What follows belongs to an exercise in optimizing a design on an open flow for small area, a short achievable clock period and few clock cycles; a production flow would make more cautious choices. Only simulation tests tie the RTL to the original design; equivalence was not proved. Power figures rest on the tool's default switching activity, not on a simulated workload.

`design.v`:
```
module dfe_delta_cb (
    input  wire [4:0]  idx,
    output reg  [5:0]  len,
    output reg  [31:0] bits
);
    always @(*) begin
        case (idx)
            5'd0: begin len = 6'd2; bits = 32'h00000000; end
            5'd1: begin len = 6'd2; bits = 32'h00000001; end
            5'd2: begin len = 6'd3; bits = 32'h00000004; end
            5'd3: begin len = 6'd3; bits = 32'h00000005; end
            5'd4: begin len = 6'd4; bits = 32'h0000000c; end
            5'd5: begin len = 6'd4; bits = 32'h0000000d; end
            5'd6: begin len = 6'd5; bits = 32'h0000001c; end
            5'd7: begin len = 6'd5; bits = 32'h0000001d; end
            5'd8: begin len = 6'd6; bits = 32'h0000003c; end
            5'd9: begin len = 6'd6; bits = 32'h0000003d; end
            5'd10: begin len = 6'd7; bits = 32'h0000007c; end
            5'd11: begin len = 6'd7; bits = 32'h0000007d; end
            5'd12: begin len = 6'd8; bits = 32'h000000fc; end
            5'd13: begin len = 6'd8; bits = 32'h000000fd; end
            5'd14: begin len = 6'd8; bits = 32'h000000fe; end
            5'd15: begin len = 6'd9; bits = 32'h000001fe; end
            5'd16: begin len = 6'd10; bits = 32'h000003fe; end
            5'd17: begin len = 6'd14; bits = 32'h00003ff2; end
            5'd18: begin len = 6'd14; bits = 32'h00003ff3; end
            5'd19: begin len = 6'd14; bits = 32'h00003ff4; end
            5'd20: begin len = 6'd14; bits = 32'h00003ff5; end
            5'd21: begin len = 6'd14; bits = 32'h00003ff6; end
            5'd22: begin len = 6'd14; bits = 32'h00003ff7; end
            5'd23: begin len = 6'd14; bits = 32'h00003ff8; end
            5'd24: begin len = 6'd14; bits = 32'h00003ff9; end
            5'd25: begin len = 6'd14; bits = 32'h00003ffa; end
            5'd26: begin len = 6'd14; bits = 32'h00003ffb; end
            5'd27: begin len = 6'd14; bits = 32'h00003ffc; end
            5'd28: begin len = 6'd14; bits = 32'h00003ffd; end
            5'd29: begin len = 6'd14; bits = 32'h00003ffe; end
            5'd30: begin len = 6'd14; bits = 32'h00003fff; end
            5'd31: begin len = 6'd13; bits = 32'h00001ff8; end
        endcase
    end
endmodule
module dfe_run_cb (
    input  wire [7:0]  idx,
    output reg  [5:0]  len,
    output reg  [31:0] bits
);
    always @(*) begin
        case (idx)
            8'd0: begin len = 6'd2; bits = 32'h00000000; end
            8'd1: begin len = 6'd3; bits = 32'h00000002; end
            8'd2: begin len = 6'd3; bits = 32'h00000003; end
            8'd3: begin len = 6'd3; bits = 32'h00000004; end
            8'd4: begin len = 6'd4; bits = 32'h0000000a; end
            8'd5: begin len = 6'd4; bits = 32'h0000000b; end
            8'd6: begin len = 6'd4; bits = 32'h0000000c; end
            8'd7: begin len = 6'd5; bits = 32'h0000001a; end
            8'd8: begin len = 6'd5; bits = 32'h0000001b; end
            8'd9: begin len = 6'd5; bits = 32'h0000001c; end
            8'd10: begin len = 6'd6; bits = 32'h0000003a; end
            8'd11: begin len = 6'd6; bits = 32'h0000003b; end
            8'd12: begin len = 6'd6; bits = 32'h0000003c; end
            8'd13: begin len = 6'd7; bits = 32'h0000007a; end
            8'd14: begin len = 6'd7; bits = 32'h0000007b; end
            8'd15: begin len = 6'd8; bits = 32'h000000fa; end
            8'd16: begin len = 6'd8; bits = 32'h000000fb; end
            8'd17: begin len = 6'd8; bits = 32'h000000fc; end
            8'd18: begin len = 6'd9; bits = 32'h000001fa; end
            8'd19: begin len = 6'd9; bits = 32'h000001fb; end
            8'd20: begin len = 6'd9; bits = 32'h000001fc; end
            8'd21: begin len = 6'd10; bits = 32'h000003fa; end
            8'd22: begin len = 6'd10; bits = 32'h000003fb; end
            8'd23: begin len = 6'd10; bits = 32'h000003fc; end
            8'd24: begin len = 6'd11; bits = 32'h000007fa; end
            8'd25: begin len = 6'd11; bits = 32'h000007fb; end
            8'd26: begin len = 6'd11; bits = 32'h000007fc; end
            8'd27: begin len = 6'd12; bits = 32'h00000ffa; end
            8'd28: begin len = 6'd12; bits = 32'h00000ffb; end
            8'd29: begin len = 6'd13; bits = 32'h00001ff8; end
            8'd30: begin len = 6'd13; bits = 32'h00001ff9; end
            8'd31: begin len = 6'd13; bits = 32'h00001ffa; end
            8'd32: begin len = 6'd14; bits = 32'h00003ff6; end
            8'd33: begin len = 6'd14; bits = 32'h00003ff7; end
            8'd34: begin len = 6'd14; bits = 32'h00003ff8; end
            8'd35: begin len = 6'd15; bits = 32'h00007ff2; end
            8'd36: begin len = 6'd15; bits = 32'h00007ff3; end
            8'd37: begin len = 6'd15; bits = 32'h00007ff4; end
            8'd38: begin len = 6'd16; bits = 32'h0000ffea; end
            8'd39: begin len = 6'd16; bits = 32'h0000ffeb; end
            8'd40: begin len = 6'd17; bits = 32'h0001ffd8; end
            8'd41: begin len = 6'd17; bits = 32'h0001ffd9; end
            8'd42: begin len = 6'd17; bits = 32'h0001ffda; end
            8'd43: begin len = 6'd18; bits = 32'h0003ffb6; end
            8'd44: begin len = 6'd18; bits = 32'h0003ffb7; end
            8'd45: begin len = 6'd18; bits = 32'h0003ffb8; end
            8'd46: begin len = 6'd19; bits = 32'h0007ff72; end
            8'd47: begin len = 6'd19; bits = 32'h0007ff73; end
            8'd48: begin len = 6'd19; bits = 32'h0007ff74; end
            8'd49: begin len = 6'd20; bits = 32'h000fff7a; end
            8'd50: begin len = 6'd20; bits = 32'h000fff7b; end
            8'd51: begin len = 6'd20; bits = 32'h000fff7c; end
            8'd52: begin len = 6'd20; bits = 32'h000fff7d; end
            8'd53: begin len = 6'd20; bits = 32'h000fff7e; end
            8'd54: begin len = 6'd20; bits = 32'h000fff7f; end
            8'd55: begin len = 6'd20; bits = 32'h000fff80; end
            8'd56: begin len = 6'd20; bits = 32'h000fff81; end
            8'd57: begin len = 6'd20; bits = 32'h000fff82; end
            8'd58: begin len = 6'd20; bits = 32'h000fff83; end
            8'd59: begin len = 6'd20; bits = 32'h000fff84; end
            8'd60: begin len = 6'd20; bits = 32'h000fff85; end
            8'd61: begin len = 6'd20; bits = 32'h000fff86; end
            8'd62: begin len = 6'd20; bits = 32'h000fff87; end
            8'd63: begin len = 6'd20; bits = 32'h000fff88; end
            8'd64: begin len = 6'd20; bits = 32'h000fff89; end
            8'd65: begin len = 6'd20; bits = 32'h000fff8a; end
            8'd66: begin len = 6'd20; bits = 32'h000fff8b; end
            8'd67: begin len = 6'd20; bits = 32'h000fff8c; end
            8'd68: begin len = 6'd20; bits = 32'h000fff8d; end
            8'd69: begin len = 6'd20; bits = 32'h000fff8e; end
            8'd70: begin len = 6'd20; bits = 32'h000fff8f; end
            8'd71: begin len = 6'd20; bits = 32'h000fff90; end
            8'd72: begin len = 6'd20; bits = 32'h000fff91; end
            8'd73: begin len = 6'd20; bits = 32'h000fff92; end
            8'd74: begin len = 6'd20; bits = 32'h000fff93; end
            8'd75: begin len = 6'd20; bits = 32'h000fff94; end
            8'd76: begin len = 6'd20; bits = 32'h000fff95; end
            8'd77: begin len = 6'd20; bits = 32'h000fff96; end
            8'd78: begin len = 6'd20; bits = 32'h000fff97; end
            8'd79: begin len = 6'd20; bits = 32'h000fff98; end
            8'd80: begin len = 6'd20; bits = 32'h000fff99; end
            8'd81: begin len = 6'd20; bits = 32'h000fff9a; end
            8'd82: begin len = 6'd20; bits = 32'h000fff9b; end
            8'd83: begin len = 6'd20; bits = 32'h000fff9c; end
            8'd84: begin len = 6'd20; bits = 32'h000fff9d; end
            8'd85: begin len = 6'd20; bits = 32'h000fff9e; end
            8'd86: begin len = 6'd20; bits = 32'h000fff9f; end
            8'd87: begin len = 6'd20; bits = 32'h000fffa0; end
            8'd88: begin len = 6'd20; bits = 32'h000fffa1; end
            8'd89: begin len = 6'd20; bits = 32'h000fffa2; end
            8'd90: begin len = 6'd20; bits = 32'h000fffa3; end
            8'd91: begin len = 6'd20; bits = 32'h000fffa4; end
            8'd92: begin len = 6'd20; bits = 32'h000fffa5; end
            8'd93: begin len = 6'd20; bits = 32'h000fffa6; end
            8'd94: begin len = 6'd20; bits = 32'h000fffa7; end
            8'd95: begin len = 6'd20; bits = 32'h000fffa8; end
            8'd96: begin len = 6'd20; bits = 32'h000fffa9; end
            8'd97: begin len = 6'd20; bits = 32'h000fffaa; end
            8'd98: begin len = 6'd20; bits = 32'h000fffab; end
            8'd99: begin len = 6'd20; bits = 32'h000fffac; end
            8'd100: begin len = 6'd20; bits = 32'h000fffad; end
            8'd101: begin len = 6'd20; bits = 32'h000fffae; end
            8'd102: begin len = 6'd20; bits = 32'h000fffaf; end
            8'd103: begin len = 6'd20; bits = 32'h000fffb0; end
            8'd104: begin len = 6'd20; bits = 32'h000fffb1; end
            8'd105: begin len = 6'd20; bits = 32'h000fffb2; end
            8'd106: begin len = 6'd20; bits = 32'h000fffb3; end
            8'd107: begin len = 6'd20; bits = 32'h000fffb4; end
            8'd108: begin len = 6'd20; bits = 32'h000fffb5; end
            8'd109: begin len = 6'd20; bits = 32'h000fffb6; end
            8'd110: begin len = 6'd20; bits = 32'h000fffb7; end
            8'd111: begin len = 6'd20; bits = 32'h000fffb8; end
            8'd112: begin len = 6'd20; bits = 32'h000fffb9; end
            8'd113: begin len = 6'd20; bits = 32'h000fffba; end
            8'd114: begin len = 6'd20; bits = 32'h000fffbb; end
            8'd115: begin len = 6'd20; bits = 32'h000fffbc; end
            8'd116: begin len = 6'd20; bits = 32'h000fffbd; end
            8'd117: begin len = 6'd20; bits = 32'h000fffbe; end
            8'd118: begin len = 6'd20; bits = 32'h000fffbf; end
            8'd119: begin len = 6'd20; bits = 32'h000fffc0; end
            8'd120: begin len = 6'd20; bits = 32'h000fffc1; end
            8'd121: begin len = 6'd20; bits = 32'h000fffc2; end
            8'd122: begin len = 6'd20; bits = 32'h000fffc3; end
            8'd123: begin len = 6'd20; bits = 32'h000fffc4; end
            8'd124: begin len = 6'd20; bits = 32'h000fffc5; end
            8'd125: begin len = 6'd20; bits = 32'h000fffc6; end
            8'd126: begin len = 6'd20; bits = 32'h000fffc7; end
            8'd127: begin len = 6'd20; bits = 32'h000fffc8; end
            8'd128: begin len = 6'd20; bits = 32'h000fffc9; end
            8'd129: begin len = 6'd20; bits = 32'h000fffca; end
            8'd130: begin len = 6'd20; bits = 32'h000fffcb; end
            8'd131: begin len = 6'd20; bits = 32'h000fffcc; end
            8'd132: begin len = 6'd20; bits = 32'h000fffcd; end
            8'd133: begin len = 6'd20; bits = 32'h000fffce; end
            8'd134: begin len = 6'd20; bits = 32'h000fffcf; end
            8'd135: begin len = 6'd20; bits = 32'h000fffd0; end
            8'd136: begin len = 6'd20; bits = 32'h000fffd1; end
            8'd137: begin len = 6'd20; bits = 32'h000fffd2; end
            8'd138: begin len = 6'd20; bits = 32'h000fffd3; end
            8'd139: begin len = 6'd20; bits = 32'h000fffd4; end
            8'd140: begin len = 6'd20; bits = 32'h000fffd5; end
            8'd141: begin len = 6'd20; bits = 32'h000fffd6; end
            8'd142: begin len = 6'd20; bits = 32'h000fffd7; end
            8'd143: begin len = 6'd20; bits = 32'h000fffd8; end
            8'd144: begin len = 6'd20; bits = 32'h000fffd9; end
            8'd145: begin len = 6'd20; bits = 32'h000fffda; end
            8'd146: begin len = 6'd20; bits = 32'h000fffdb; end
            8'd147: begin len = 6'd20; bits = 32'h000fffdc; end
            8'd148: begin len = 6'd20; bits = 32'h000fffdd; end
            8'd149: begin len = 6'd20; bits = 32'h000fffde; end
            8'd150: begin len = 6'd20; bits = 32'h000fffdf; end
            8'd151: begin len = 6'd20; bits = 32'h000fffe0; end
            8'd152: begin len = 6'd20; bits = 32'h000fffe1; end
            8'd153: begin len = 6'd20; bits = 32'h000fffe2; end
            8'd154: begin len = 6'd20; bits = 32'h000fffe3; end
            8'd155: begin len = 6'd20; bits = 32'h000fffe4; end
            8'd156: begin len = 6'd20; bits = 32'h000fffe5; end
            8'd157: begin len = 6'd20; bits = 32'h000fffe6; end
            8'd158: begin len = 6'd20; bits = 32'h000fffe7; end
            8'd159: begin len = 6'd20; bits = 32'h000fffe8; end
            8'd160: begin len = 6'd20; bits = 32'h000fffe9; end
            8'd161: begin len = 6'd20; bits = 32'h000fffea; end
            8'd162: begin len = 6'd20; bits = 32'h000fffeb; end
            8'd163: begin len = 6'd20; bits = 32'h000fffec; end
            8'd164: begin len = 6'd20; bits = 32'h000fffed; end
            8'd165: begin len = 6'd20; bits = 32'h000fffee; end
            8'd166: begin len = 6'd20; bits = 32'h000fffef; end
            8'd167: begin len = 6'd20; bits = 32'h000ffff0; end
            8'd168: begin len = 6'd20; bits = 32'h000ffff1; end
            8'd169: begin len = 6'd20; bits = 32'h000ffff2; end
            8'd170: begin len = 6'd20; bits = 32'h000ffff3; end
            8'd171: begin len = 6'd20; bits = 32'h000ffff4; end
            8'd172: begin len = 6'd20; bits = 32'h000ffff5; end
            8'd173: begin len = 6'd20; bits = 32'h000ffff6; end
            8'd174: begin len = 6'd20; bits = 32'h000ffff7; end
            8'd175: begin len = 6'd20; bits = 32'h000ffff8; end
            8'd176: begin len = 6'd20; bits = 32'h000ffff9; end
            8'd177: begin len = 6'd20; bits = 32'h000ffffa; end
            8'd178: begin len = 6'd20; bits = 32'h000ffffb; end
            8'd179: begin len = 6'd20; bits = 32'h000ffffc; end
            8'd180: begin len = 6'd20; bits = 32'h000ffffd; end
            8'd181: begin len = 6'd20; bits = 32'h000ffffe; end
            8'd182: begin len = 6'd20; bits = 32'h000fffff; end
            8'd183: begin len = 6'd19; bits = 32'h0007ff75; end
            8'd184: begin len = 6'd19; bits = 32'h0007ff76; end
            8'd185: begin len = 6'd19; bits = 32'h0007ff77; end
            8'd186: begin len = 6'd19; bits = 32'h0007ff78; end
            8'd187: begin len = 6'd19; bits = 32'h0007ff79; end
            8'd188: begin len = 6'd19; bits = 32'h0007ff7a; end
            8'd189: begin len = 6'd19; bits = 32'h0007ff7b; end
            8'd190: begin len = 6'd19; bits = 32'h0007ff7c; end
            8'd191: begin len = 6'd19; bits = 32'h0007ff7d; end
            8'd192: begin len = 6'd19; bits = 32'h0007ff7e; end
            8'd193: begin len = 6'd19; bits = 32'h0007ff7f; end
            8'd194: begin len = 6'd19; bits = 32'h0007ff80; end
            8'd195: begin len = 6'd19; bits = 32'h0007ff81; end
            8'd196: begin len = 6'd19; bits = 32'h0007ff82; end
            8'd197: begin len = 6'd19; bits = 32'h0007ff83; end
            8'd198: begin len = 6'd19; bits = 32'h0007ff84; end
            8'd199: begin len = 6'd19; bits = 32'h0007ff85; end
            8'd200: begin len = 6'd19; bits = 32'h0007ff86; end
            8'd201: begin len = 6'd19; bits = 32'h0007ff87; end
            8'd202: begin len = 6'd19; bits = 32'h0007ff88; end
            8'd203: begin len = 6'd19; bits = 32'h0007ff89; end
            8'd204: begin len = 6'd19; bits = 32'h0007ff8a; end
            8'd205: begin len = 6'd19; bits = 32'h0007ff8b; end
            8'd206: begin len = 6'd19; bits = 32'h0007ff8c; end
            8'd207: begin len = 6'd19; bits = 32'h0007ff8d; end
            8'd208: begin len = 6'd19; bits = 32'h0007ff8e; end
            8'd209: begin len = 6'd19; bits = 32'h0007ff8f; end
            8'd210: begin len = 6'd19; bits = 32'h0007ff90; end
            8'd211: begin len = 6'd19; bits = 32'h0007ff91; end
            8'd212: begin len = 6'd19; bits = 32'h0007ff92; end
            8'd213: begin len = 6'd19; bits = 32'h0007ff93; end
            8'd214: begin len = 6'd19; bits = 32'h0007ff94; end
            8'd215: begin len = 6'd19; bits = 32'h0007ff95; end
            8'd216: begin len = 6'd19; bits = 32'h0007ff96; end
            8'd217: begin len = 6'd19; bits = 32'h0007ff97; end
            8'd218: begin len = 6'd19; bits = 32'h0007ff98; end
            8'd219: begin len = 6'd19; bits = 32'h0007ff99; end
            8'd220: begin len = 6'd19; bits = 32'h0007ff9a; end
            8'd221: begin len = 6'd19; bits = 32'h0007ff9b; end
            8'd222: begin len = 6'd19; bits = 32'h0007ff9c; end
            8'd223: begin len = 6'd19; bits = 32'h0007ff9d; end
            8'd224: begin len = 6'd19; bits = 32'h0007ff9e; end
            8'd225: begin len = 6'd19; bits = 32'h0007ff9f; end
            8'd226: begin len = 6'd19; bits = 32'h0007ffa0; end
            8'd227: begin len = 6'd19; bits = 32'h0007ffa1; end
            8'd228: begin len = 6'd19; bits = 32'h0007ffa2; end
            8'd229: begin len = 6'd19; bits = 32'h0007ffa3; end
            8'd230: begin len = 6'd19; bits = 32'h0007ffa4; end
            8'd231: begin len = 6'd19; bits = 32'h0007ffa5; end
            8'd232: begin len = 6'd19; bits = 32'h0007ffa6; end
            8'd233: begin len = 6'd19; bits = 32'h0007ffa7; end
            8'd234: begin len = 6'd19; bits = 32'h0007ffa8; end
            8'd235: begin len = 6'd19; bits = 32'h0007ffa9; end
            8'd236: begin len = 6'd19; bits = 32'h0007ffaa; end
            8'd237: begin len = 6'd19; bits = 32'h0007ffab; end
            8'd238: begin len = 6'd19; bits = 32'h0007ffac; end
            8'd239: begin len = 6'd19; bits = 32'h0007ffad; end
            8'd240: begin len = 6'd19; bits = 32'h0007ffae; end
            8'd241: begin len = 6'd19; bits = 32'h0007ffaf; end
            8'd242: begin len = 6'd19; bits = 32'h0007ffb0; end
            8'd243: begin len = 6'd19; bits = 32'h0007ffb1; end
            8'd244: begin len = 6'd19; bits = 32'h0007ffb2; end
            8'd245: begin len = 6'd19; bits = 32'h0007ffb3; end
            8'd246: begin len = 6'd19; bits = 32'h0007ffb4; end
            8'd247: begin len = 6'd19; bits = 32'h0007ffb5; end
            8'd248: begin len = 6'd19; bits = 32'h0007ffb6; end
            8'd249: begin len = 6'd19; bits = 32'h0007ffb7; end
            8'd250: begin len = 6'd19; bits = 32'h0007ffb8; end
            8'd251: begin len = 6'd19; bits = 32'h0007ffb9; end
            8'd252: begin len = 6'd19; bits = 32'h0007ffba; end
            8'd253: begin len = 6'd19; bits = 32'h0007ffbb; end
            8'd254: begin len = 6'd19; bits = 32'h0007ffbc; end
            8'd255: begin len = 6'd7; bits = 32'h0000007c; end
        endcase
    end
endmodule
module dfe_top (
    input  wire        clk,
    input  wire        rst,
    input  wire        cmd_valid,
    output wire        cmd_ready,
    input  wire [63:0] cmd_data,
    input  wire [7:0]  reg_addr,
    output reg  [31:0] reg_rdata,
    output wire        sink_valid,
    output wire [7:0]  sink_data,
    input  wire        sink_ready,
    input  wire        sink_err
);
    localparam [1:0] S_UNCONF = 2'd0, S_IDLE = 2'd1, S_FRAME = 2'd2, S_ERROR = 2'd3;
    localparam [3:0] OP_NOP = 4'h0, OP_CONFIG = 4'h1, OP_FSTART = 4'h2, OP_PIXEL = 4'h3,
                     OP_PUTB = 4'h4, OP_FLUSH = 4'h5, OP_ENCD = 4'h6, OP_ENCR = 4'h7,
                     OP_CLEAR = 4'h8;
    localparam [7:0] R_OK = 8'h00, R_RESERVED = 8'h01, R_STATE = 8'h02, R_OPERAND = 8'h03,
                     R_MISMATCH = 8'h04, R_PENDING = 8'h05, R_OVERFLOW = 8'h06,
                     R_ABORT_SINK = 8'h10;
    localparam [3:0] Q_IDLE   = 4'd0,    
                     Q_RUN    = 4'd1,    
                     Q_RESC   = 4'd2,    
                     Q_DCODE  = 4'd3,    
                     Q_DRAW   = 4'd4,    
                     Q_PIXUPD = 4'd5,    
                     Q_ENDUPD = 4'd6,    
                     Q_FLUSH  = 4'd7,    
                     Q_PUT    = 4'd8,    
                     Q_EMIT   = 4'd9,    
                     Q_FEND   = 4'd10,   
                     Q_DONE   = 4'd11;   
    reg [1:0]  state;
    reg [15:0] cfg_w, cfg_h;
    reg [31:0] pix_idx;
    reg [31:0] run_len;
    reg [15:0] prev;
    reg [31:0] acc;
    reg [6:0]  free;
    reg [63:0] frame_bytes;
    reg [63:0] total_bytes;
    reg        done;
    reg [7:0]  last_resp;
    reg [7:0]  err_cause;
    reg [3:0]  step;
    reg [3:0]  ret_step;      
    reg [2:0]  emit_cnt;      
    reg        emit_word;     
    reg [31:0] rem_u;         
    reg [5:0]  rem_r;
    reg        end_phase;     
    reg        is_encr;       
    reg        is_pixel;      
    reg        pix_last;      
    reg [31:0] run_val;       
    reg [31:0] dval;          
    reg [15:0] pix_sample;    
    reg [5:0]  put_n_r;       
    reg [31:0] put_v_r;
    wire [31:0] length = cfg_w * cfg_h;
    assign cmd_ready = (step == Q_IDLE);
    wire [3:0]  op    = cmd_data[63:60];
    wire [15:0] c_w   = cmd_data[31:16];
    wire [15:0] c_h   = cmd_data[15:0];
    wire [31:0] c_a   = cmd_data[31:0];
    wire [5:0]  c_n   = cmd_data[37:32];
    reg reserved;
    always @(*) begin
        case (op)
            OP_NOP, OP_FLUSH, OP_CLEAR:           reserved = |cmd_data[59:0];
            OP_CONFIG, OP_FSTART, OP_PIXEL,
            OP_ENCD, OP_ENCR:                     reserved = |cmd_data[59:32];
            OP_PUTB:                              reserved = |cmd_data[59:38];
            default:                              reserved = 1'b1;
        endcase
    end
    reg state_ok;
    always @(*) begin
        case (op)
            OP_CONFIG:                       state_ok = (state == S_UNCONF) || (state == S_IDLE);
            OP_FSTART:                       state_ok = (state == S_IDLE);
            OP_PIXEL:                        state_ok = (state == S_FRAME);
            OP_PUTB, OP_FLUSH, OP_ENCD, OP_ENCR:
                                             state_ok = (state == S_UNCONF) || (state == S_IDLE);
            default:                         state_ok = 1'b1;
        endcase
    end
    wire acc_empty   = (free == 7'd32);
    wire operand_bad = ((op == OP_CONFIG) && ((c_w == 16'd0) || (c_h == 16'd0))) ||
                       ((op == OP_PUTB) && (c_n > 6'd32)) ||
                       ((op == OP_PIXEL) && (c_a[31:16] != 16'd0));
    wire mismatch    = (op == OP_FSTART) && ((c_w != cfg_w) || (c_h != cfg_h));
    wire pending     = ((op == OP_CONFIG) || (op == OP_FSTART)) && !acc_empty;
    wire overflow    = (op == OP_ENCD) && (c_a == 32'h8000_0000);
    reg [7:0] rej_code;
    always @(*) begin
        if (reserved)         rej_code = R_RESERVED;
        else if (!state_ok)   rej_code = R_STATE;
        else if (operand_bad) rej_code = R_OPERAND;
        else if (mismatch)    rej_code = R_MISMATCH;
        else if (pending)     rej_code = R_PENDING;
        else if (overflow)    rej_code = R_OVERFLOW;
        else                  rej_code = R_OK;
    end
    wire        pix_valid = (c_a[15:0] != 16'd0);           
    wire        is_last   = ((pix_idx + 32'd1) == length);
    function [5:0] bitlen32;
        input [31:0] m;
        integer i;
        begin
            bitlen32 = 6'd0;
            for (i = 0; i < 32; i = i + 1)
                if (m[i]) bitlen32 = i + 1;
        end
    endfunction
    wire [31:0] dmag  = dval[31] ? (32'd0 - dval) : dval;
    wire [5:0]  dcat  = bitlen32(dmag);                     
    wire [31:0] draw  = dval[31] ? (dval - 32'd1) : dval;   
    wire [7:0]  rcat  = (run_val > 32'd254) ? 8'd255 : run_val[7:0];
    wire [31:0] resc  = run_val - 32'd255;
    wire [5:0]  dcb_len, rcb_len;
    wire [31:0] dcb_bits, rcb_bits;
    dfe_delta_cb u_dcb (.idx(dcat[4:0]), .len(dcb_len), .bits(dcb_bits));
    dfe_run_cb   u_rcb (.idx(rcat),      .len(rcb_len), .bits(rcb_bits));
    reg [5:0]  put_n;
    reg [31:0] put_v;
    reg [3:0]  put_next;
    always @(*) begin
        put_n    = 6'd0;
        put_v    = 32'd0;
        put_next = Q_DONE;
        case (step)
            Q_RUN: begin
                put_n = rcb_len;
                put_v = rcb_bits;
                if (run_val > 32'd254)  put_next = Q_RESC;
                else if (end_phase)     put_next = Q_ENDUPD;
                else if (is_encr)       put_next = Q_DONE;
                else                    put_next = Q_DCODE;
            end
            Q_RESC: begin
                put_n = 6'd32;
                put_v = resc;
                if (end_phase)          put_next = Q_ENDUPD;
                else if (is_encr)       put_next = Q_DONE;
                else                    put_next = Q_DCODE;
            end
            Q_DCODE: begin
                put_n = dcb_len;
                put_v = dcb_bits;
                if (dcat != 6'd0)       put_next = Q_DRAW;
                else if (is_pixel)      put_next = Q_PIXUPD;
                else                    put_next = Q_DONE;
            end
            Q_DRAW: begin
                put_n = dcat;
                put_v = draw;
                put_next = is_pixel ? Q_PIXUPD : Q_DONE;
            end
            Q_PUT: begin
                put_n = put_n_r;
                put_v = put_v_r;
                put_next = Q_DONE;
            end
            default: ;
        endcase
    end
    wire        put_step = (step == Q_RUN) || (step == Q_RESC) || (step == Q_DCODE) ||
                           (step == Q_DRAW) || (step == Q_PUT);
    wire [63:0] put_mask = (64'd1 << put_n) - 64'd1;
    wire [31:0] put_u    = put_v & put_mask[31:0];
    wire        put_fast = ({1'b0, put_n} <= free);
    wire [6:0]  put_sh   = free - {1'b0, put_n};             
    wire [5:0]  put_r    = put_n - free[5:0];                
    wire [6:0]  occ      = 7'd32 - free;
    wire [2:0]  flush_nb = (occ + 7'd7) >> 3;
    assign sink_valid = (step == Q_EMIT);
    assign sink_data  = acc[31:24];
    always @(posedge clk) begin
        if (rst) begin
            state       <= S_UNCONF;
            cfg_w       <= 16'd0;
            cfg_h       <= 16'd0;
            pix_idx     <= 32'd0;
            run_len     <= 32'd0;
            prev        <= 16'd0;
            acc         <= 32'd0;
            free        <= 7'd32;
            frame_bytes <= 64'd0;
            total_bytes <= 64'd0;
            done        <= 1'b0;
            last_resp   <= R_OK;
            err_cause   <= 8'd0;
            step        <= Q_IDLE;
            ret_step    <= Q_IDLE;
            emit_cnt    <= 3'd0;
            emit_word   <= 1'b0;
            rem_u       <= 32'd0;
            rem_r       <= 6'd0;
            end_phase   <= 1'b0;
            is_encr     <= 1'b0;
            is_pixel    <= 1'b0;
            pix_last    <= 1'b0;
            run_val     <= 32'd0;
            dval        <= 32'd0;
            pix_sample  <= 16'd0;
            put_n_r     <= 6'd0;
            put_v_r     <= 32'd0;
        end else begin
            case (step)
                Q_IDLE: if (cmd_valid) begin
                    end_phase <= 1'b0;
                    is_encr   <= 1'b0;
                    is_pixel  <= 1'b0;
                    pix_last  <= 1'b0;
                    if (rej_code != R_OK) begin
                        last_resp <= rej_code;
                    end else begin
                        case (op)
                            OP_NOP: last_resp <= R_OK;
                            OP_CONFIG: begin
                                cfg_w       <= c_w;
                                cfg_h       <= c_h;
                                total_bytes <= 64'd0;
                                frame_bytes <= 64'd0;
                                done        <= 1'b0;
                                pix_idx     <= 32'd0;
                                run_len     <= 32'd0;
                                prev        <= 16'd0;
                                state       <= S_IDLE;
                                last_resp   <= R_OK;
                            end
                            OP_FSTART: begin
                                run_len     <= 32'd0;
                                prev        <= 16'd0;
                                pix_idx     <= 32'd0;
                                frame_bytes <= 64'd0;
                                done        <= 1'b0;
                                state       <= S_FRAME;
                                last_resp   <= R_OK;
                            end
                            OP_PIXEL: begin
                                pix_sample <= c_a[15:0];
                                pix_last   <= is_last;
                                if (pix_valid) begin
                                    is_pixel <= 1'b1;
                                    run_val  <= run_len;
                                    dval     <= {{16{1'b0}}, c_a[15:0]} - {{16{1'b0}}, prev};
                                    step     <= Q_RUN;
                                end else begin
                                    run_len <= run_len + 32'd1;
                                    pix_idx <= pix_idx + 32'd1;
                                    if (is_last) begin
                                        end_phase <= 1'b1;
                                        run_val   <= run_len + 32'd1;
                                        step      <= Q_RUN;
                                    end else begin
                                        last_resp <= R_OK;
                                    end
                                end
                            end
                            OP_PUTB: begin
                                put_n_r <= c_n;
                                put_v_r <= c_a;
                                step    <= Q_PUT;
                            end
                            OP_FLUSH: begin
                                ret_step <= Q_DONE;
                                step     <= Q_FLUSH;
                            end
                            OP_ENCD: begin
                                dval <= c_a;
                                step <= Q_DCODE;
                            end
                            OP_ENCR: begin
                                is_encr <= 1'b1;
                                run_val <= c_a;
                                step    <= Q_RUN;
                            end
                            OP_CLEAR: begin
                                acc       <= 32'd0;
                                free      <= 7'd32;
                                run_len   <= 32'd0;
                                prev      <= 16'd0;
                                pix_idx   <= 32'd0;
                                done      <= 1'b0;
                                err_cause <= 8'd0;
                                state     <= (cfg_w != 16'd0) ? S_IDLE : S_UNCONF;
                                last_resp <= R_OK;
                            end
                            default: last_resp <= R_RESERVED;
                        endcase
                    end
                end
                Q_RUN, Q_RESC, Q_DCODE, Q_DRAW, Q_PUT: begin
                    if (put_fast) begin
                        acc  <= acc | (put_u << put_sh);
                        free <= put_sh;
                        step <= put_next;
                    end else begin
                        acc       <= acc | (put_u >> put_r);
                        free      <= 7'd0;
                        rem_u     <= put_u;
                        rem_r     <= put_r;
                        emit_cnt  <= 3'd4;
                        emit_word <= 1'b1;
                        ret_step  <= put_next;
                        step      <= Q_EMIT;
                    end
                end
                Q_PIXUPD: begin
                    run_len <= 32'd0;
                    prev    <= pix_sample;
                    pix_idx <= pix_idx + 32'd1;
                    if (pix_last) begin
                        end_phase <= 1'b1;
                        run_val   <= 32'd0;
                        step      <= Q_RUN;
                    end else begin
                        step <= Q_DONE;
                    end
                end
                Q_ENDUPD: begin
                    run_len  <= 32'd0;
                    ret_step <= Q_FEND;
                    step     <= Q_FLUSH;
                end
                Q_FLUSH: begin
                    if (flush_nb == 3'd0) begin
                        acc  <= 32'd0;
                        free <= 7'd32;
                        step <= ret_step;
                    end else begin
                        emit_cnt  <= flush_nb;
                        emit_word <= 1'b0;
                        step      <= Q_EMIT;
                    end
                end
                Q_EMIT: if (sink_ready) begin
                    if (sink_err) begin
                        state     <= S_ERROR;
                        err_cause <= R_ABORT_SINK;
                        last_resp <= R_ABORT_SINK;
                        acc       <= 32'd0;
                        free      <= 7'd32;
                        done      <= 1'b0;
                        step      <= Q_IDLE;
                    end else begin
                        total_bytes <= total_bytes + 64'd1;
                        if (state == S_FRAME)
                            frame_bytes <= frame_bytes + 64'd1;
                        acc      <= acc << 8;
                        emit_cnt <= emit_cnt - 3'd1;
                        if (emit_cnt == 3'd1) begin
                            if (emit_word) begin
                                acc  <= rem_u << (6'd32 - rem_r);
                                free <= 7'd32 - {1'b0, rem_r};
                            end else begin
                                acc  <= 32'd0;
                                free <= 7'd32;
                            end
                            step <= ret_step;
                        end
                    end
                end
                Q_FEND: begin
                    state <= S_IDLE;
                    done  <= 1'b1;
                    step  <= Q_DONE;
                end
                Q_DONE: begin
                    last_resp <= R_OK;
                    step      <= Q_IDLE;
                end
                default: step <= Q_IDLE;
            endcase
        end
    end
    always @(*) begin
        case (reg_addr)
            8'h00: reg_rdata = {8'd0, err_cause, last_resp, 4'd0, acc_empty, done, state};
            8'h04: reg_rdata = {cfg_w, cfg_h};
            8'h08: reg_rdata = length;
            8'h0C: reg_rdata = pix_idx;
            8'h10: reg_rdata = run_len;
            8'h14: reg_rdata = {16'd0, prev};
            8'h18: reg_rdata = acc;
            8'h1C: reg_rdata = 32'd0;
            8'h20: reg_rdata = {25'd0, free};
            8'h24: reg_rdata = frame_bytes[31:0];
            8'h28: reg_rdata = frame_bytes[63:32];
            8'h2C: reg_rdata = total_bytes[31:0];
            8'h30: reg_rdata = total_bytes[63:32];
            8'h34: reg_rdata = 32'h0020_1020;    
            8'h38: reg_rdata = 32'd0;            
            8'h3C: reg_rdata = 32'd0;            
            default: reg_rdata = 32'd0;
        endcase
    end
endmodule
```
`run.sh`:
```
#!/bin/bash
# synth_recipe.tcl (not shown) runs the flow's synth.tcl, then flattens the netlist and writes it again
# the make line also repeats each setting of config.mk as NAME=value (left out here)
make -C /OpenROAD-flow-scripts/flow DESIGN_CONFIG=/design/flow/config.mk WORK_HOME=/design/flow/orfs CLKGATE_MAP_FILE= SYNTH_SCRIPT=/design/flow/synth_recipe.tcl finish
```
`config.mk`:
```
export PLATFORM = sky130hd
export DESIGN_NAME = dfe_top
export DESIGN_NICKNAME = dfe_top
export VERILOG_FILES = /design/flow/design.v
export SDC_FILE = /design/flow/constraint.sdc
export NUM_CORES = 4
export LEC_CHECK = 0
export CAP_MARGIN = 20
export CORE_MARGIN = 2
export CORE_UTILIZATION = 40
export SLEW_MARGIN = 20
export SYNTH_MEMORY_MAX_BITS = 16384
```
`constraint.sdc`:
```
create_clock -name core_clock -period 12.0 [get_ports {clk}]
set_input_delay 2.4000 -clock core_clock [delete_from_list [all_inputs] [get_ports {clk}]]
set_output_delay 2.4000 -clock core_clock [all_outputs]
set_load 0.01 [all_outputs]
```
==> run notes <==
cells in the final DEF, fill, tap and decap left out, types with 122 or more instances in the layout:
cell type,n
sky130_fd_sc_hd__nor2_1,703
sky130_fd_sc_hd__a22oi_1,129
sky130_fd_sc_hd__o21ai_0,277
sky130_fd_sc_hd__xor2_1,195
sky130_fd_sc_hd__mux2i_1,153
sky130_fd_sc_hd__fa_1,197
sky130_fd_sc_hd__xnor2_1,145
sky130_fd_sc_hd__nand3_1,183
sky130_fd_sc_hd__and2_1,124
sky130_fd_sc_hd__inv_1,336
sky130_fd_sc_hd__nor3_1,122
sky130_fd_sc_hd__buf_4,144
sky130_fd_sc_hd__dfxtp_1,458
sky130_fd_sc_hd__ha_1,162
sky130_fd_sc_hd__a21oi_1,375
sky130_fd_sc_hd__nand2_1,696
stage by stage:
step	worst slack (ns)	instances	instance area [sq um]	utilization (%)
detailed placement	1.82	7520	49100	42.4
global placement	1.90	7520	49100	42.4
global route	0.609	7625	51000	44.1
finish	0.940	7626	51000	44.1
floorplan	3.21	6203	46500	-
CTS	1.08	7625	51000	44.1
routing by layer:
metal / vias to the layer above / wire [um] / part of all wire (%) / global-route usage, %
met5: - / 8 / 0.0036 / 0
met4: 2 / 13700 / 6.2 / 18.5
met3: 574 / 23000 / 10 / 7.73
met2: 2992 / 96400 / 43 / 55.3
met1: 24300 / 88900 / 40 / 47.8
li1: 22000 / - / - / -
power groups by stage:
stage	combinational, W	sequential, W	clock, W
6_report	0.000416	0.00154	0.00184
3_5_place_dp	0.000399	0.00157	0
2_1_floorplan	0.000237	0.00156	0
3_3_place_gp	0.000402	0.00157	0
5_1_grt	0.000435	0.00154	0.00191
4_1_cts	0.000401	0.00154	0.00185
final cells by class:
| class | count | area [sq um] |
|---|---|---|
| inverters | 346 | 1300 |
| flip-flops and latches | 459 | 9190 |
| repair buffers | 263 | 2290 |
| multi-input cells | 4928 | 34400 |
| clock buffers | 78 | 1620 |
| well taps | 1524 | 1910 |
| diodes | 1 | 2.50 |
| fillers | 11700 | 64700 |
| clock inverters | 27 | 337 |
registers in the layout (all words and copies together), names as in the netlist, 2 cells and up:
| signal | count |
|---|---|
| acc | 32 |
| state | 2 |
| dval | 32 |
| frame_bytes | 64 |
| pix_sample | 16 |
| put_n_r | 6 |
| last_resp | 4 |
| ret_step | 4 |
| rem_r | 6 |
| run_len | 32 |
| step | 4 |
| prev | 16 |
| put_v_r | 32 |
| cfg_h | 16 |
| pix_idx | 32 |
| total_bytes | 64 |
| rem_u | 32 |
| free | 7 |
| cfg_w | 16 |
| emit_cnt | 3 |
| run_val | 32 |
cells by family (layout without fill, tap and decap cells):
kind of cell / after synthesis / in the layout / share of synthesized area, %
xor+xnor: 349 / 349 / 6.61
other cells: 0 / 1 / 0
flops: 459 / 459 / 19.8
compound gates: 1627 / 1627 / 24.3
fa+ha+maj: 361 / 361 / 12.9
mux: 193 / 193 / 4.87
buf+inv: 816 / 714 / 6.80
simple gates: 2398 / 2398 / 24.8
final timing paths:
| path | startpoint | to | slack (ns) |
|---|---|---|---|
| worst max-delay path | cfg_w[13] | reg_rdata[30] | 0.94 |
| worst max register to register | cfg_w[6] | run_val[4] | 1.75 |
| worst min-delay path | rem_r[1] | rem_r[1] | 0.48 |
| worst min register to register | rem_r[1] | rem_r[1] | 0.48 |
critical path, delay by kind of cell (launching register included):
family	cells	cell delay [ns]
and+or+nand+nor	2	0.32
xor gates and xnor gates	1	0.20
AOI/OAI and AO/OA	8	2.25
adders and majority gates	7	3.44
buffers and inverters	4	0.74
DFF	1	1.02
==> summary.txt <==
Status
  • Outcome: timing/DRC/antenna clean

Worst setup path
  • Most used cell along the critical path: sky130_fd_sc_hd__fa_1
  • Element type at the critical path end: primary output
  • Required time of the critical path: 9.60 ns
  • Largest incremental delay on the critical path: 1.02 ns
  • CP max-delay cell: sky130_fd_sc_hd__dfxtp_1
  • Crit Path Class: register to primary output
  • Cell Chain, Critical Path: nand2_1 > fa_1 > inv_1 > fa_1 > inv_1 > fa_1 > fa_1 > fa_1 > inv_1 > fa_1 > ha_1 > a21o_1 > a211o_1 > a31oi_1 > o21ai_0 > o211ai_1 > nand2b_1 > a21oi_1 > a21oi_1 > xnor2_1 > o211ai_1 > clkdlybuf4s50_1
  • Highest fanout seen on the critical path: 20
  • Arrival time of data at the critical path endpoint: approximately 8.7 ns
  • CP startpoint kind: register
  • Depth of the worst register-to-register path: 25

Routing
  • Number of remaining DRC errors: 0
  • Average wire per cell in the routed design: ~29 um
  • Total wire length after detailed routing: ~220 mm
  • Number of vias in the routed layout: around 50000
  • Drt first pass iters: 10
  • DR vias/cell: 6.53
  • Antenna Violating Nets Remaining: 0
  • Initial DRC count: between 7000 and 8000

Floorplan
  • I/O pin total: ~120
  • Overall die area: ~120000 sq um
  • Height of the chip: 345 um
  • Std-Cell Core Area: approximately 120000 sq um
  • Initial Util: roughly 40%
  • Std-Cell Rows: 125
  • Die extent in x: around 340 um

GRT
  • Antenna violations before repair: 4
  • Global route overflow: 0
  • Wire length of the first global-routing pass: about 320 mm
  • Pin count of the biggest net entering global routing: around 130
  • Via count of the first global-routing pass: 45400
  • Overall Global Routing Usage: approximately 36%

CTS
  • CTS-repair resized insts: 0
  • TritonCTS buffer count: 56
  • Setup Buffers After CTS: 0
  • # clock sinks: approximately 460
  • Number of levels the H-tree was split into: 2
  • Number of hold-repair buffers added at the cts stage: 0
  • Clock latency at the later pin of the worst-skew pair: about 0.69 ns
  • Master cell of the clock root buffer: sky130_fd_sc_hd__clkbuf_16
  • Clock tree buffer depth: 3
  • Clock-pin slew of the registers on the worst-case setup and hold paths: about 0.06 ns
  • Clock tree from TritonCTS: done

STA
  • Tightest hold margin: approximately 0.48 ns
  • Maximum clock frequency: ~90 MHz
  • Number of pins with negative max-slew slack in the final report: 0
  • Setup violations, final: 0
  • Final hold viol count: 0
  • Minimum period implied by the final worst setup slack: between 10 and 15 ns
  • Worst max-slew margin expressed relative to the limit: 13.4%
  • Portion of the clock cycle consumed by the worst path in the final layout: ~92%
  • Setup repair after global routing missed its margin: false
  • Layout Skew: roughly 0.035 ns
  • Setup Total Neg Slack: 0 ns
  • Pin slew with the least headroom to its limit: about 1.3 ns

Power and ir drop
  • Share of total power in sequential cells: approximately two fifths
  • Combinational group share of total power: between 10 and 15%
  • Static leakage: about 20 nW
  • Peak VDD IR: 0.115 mV
  • Cell area power density: about 74 nW/um^2
  • NetSw: 0.00109 W
  • Int Pwr: 0.00269 W
  • Total design power: ~0.0038 W
  • Switching fraction of total power: roughly 29%
  • Clock network fraction of total power: 48.5%

Cells and area
  • Fraction of layout instances using a drive strength above 1: 7.36%
  • Synth-to-Final Area Change: 9.78%
  • Number of nets at the end of the flow: 6492

Logic synthesis
  • Number of synthesized flops with an enable pin: 0
  • Post-synthesis async set-or-reset flop share: 0%
  • Sequential element share of the synthesized area: 19.8%
  • Top cells by area, synth: sky130_fd_sc_hd__dfxtp_1 20%, sky130_fd_sc_hd__fa_1 8.5%, sky130_fd_sc_hd__nor2_1 5.8%
  • Count of distinct cell types in the synthesized netlist: about 130
  • Mean instance size in the synthesized netlist: ~7.5 sq um
  • Post-synth top area cell: sky130_fd_sc_hd__dfxtp_1
  • Number of instances in the synthesized netlist: 6203
  • Number of warnings reported in the yosys synthesis log: 3
  • Top_reg_cell synth: sky130_fd_sc_hd__dfxtp_1
  • Most numerous cell types in the synthesized netlist: 714 x sky130_fd_sc_hd__nor2_1, 698 x sky130_fd_sc_hd__nand2_1, 459 x sky130_fd_sc_hd__dfxtp_1
  • Net count of the mapped netlist: ~6600
  • Synthesized cell area: ~46000 sq um
  • Synthesis-stage register bit count: 459
  • Dominant cell by count in the synthesized netlist: sky130_fd_sc_hd__nor2_1
  • Top-area cell type share of the netlist area: a little under 20%

Worst hold path
  • Class of the tightest hold or removal check: register to register
  • Hold path cells: 2

Placed design
  • Number of port buffers: around 120
  • Detailed placement HPWL: about 170 mm
  • Final estimated routing congestion in global placement: just over 1

Job
  • MaxCap Viol Count: 0
Testbench counts, summed over its fixed seeds: cycles 44,654.

[separate check: timing with driven ports]
In the flow no input, the clock included, has a driving cell. The finished layout below was timed again as built, in two steps.
Step 1 (the two cells are an assumption about what drives the block):
set clk [get_ports {clk}]
set_driving_cell -lib_cell sky130_fd_sc_hd__clkbuf_16 $clk
set_driving_cell -lib_cell sky130_fd_sc_hd__buf_2 [delete_from_list [all_inputs] $clk]
Step 2 moves the port delays by t, midway between the first and last clock arrival at a register: inputs arrive t later, outputs are due t later. That takes back most of the time a late clock gives input paths.
a / b / c = ideal / step 1 / step 2; a / b = the first two.
t, ns: 0.744
setup slack, ns: 0.940 / 0.870 / 1.615
worst hold slack (ns): 0.477 / 0.477 / 0.477
cell pins on the clock port's net: 1
After both steps setup and hold are still met in this run. The setup slack of this run moves by -0.070 ns with the drivers and by +0.675 ns with both steps.
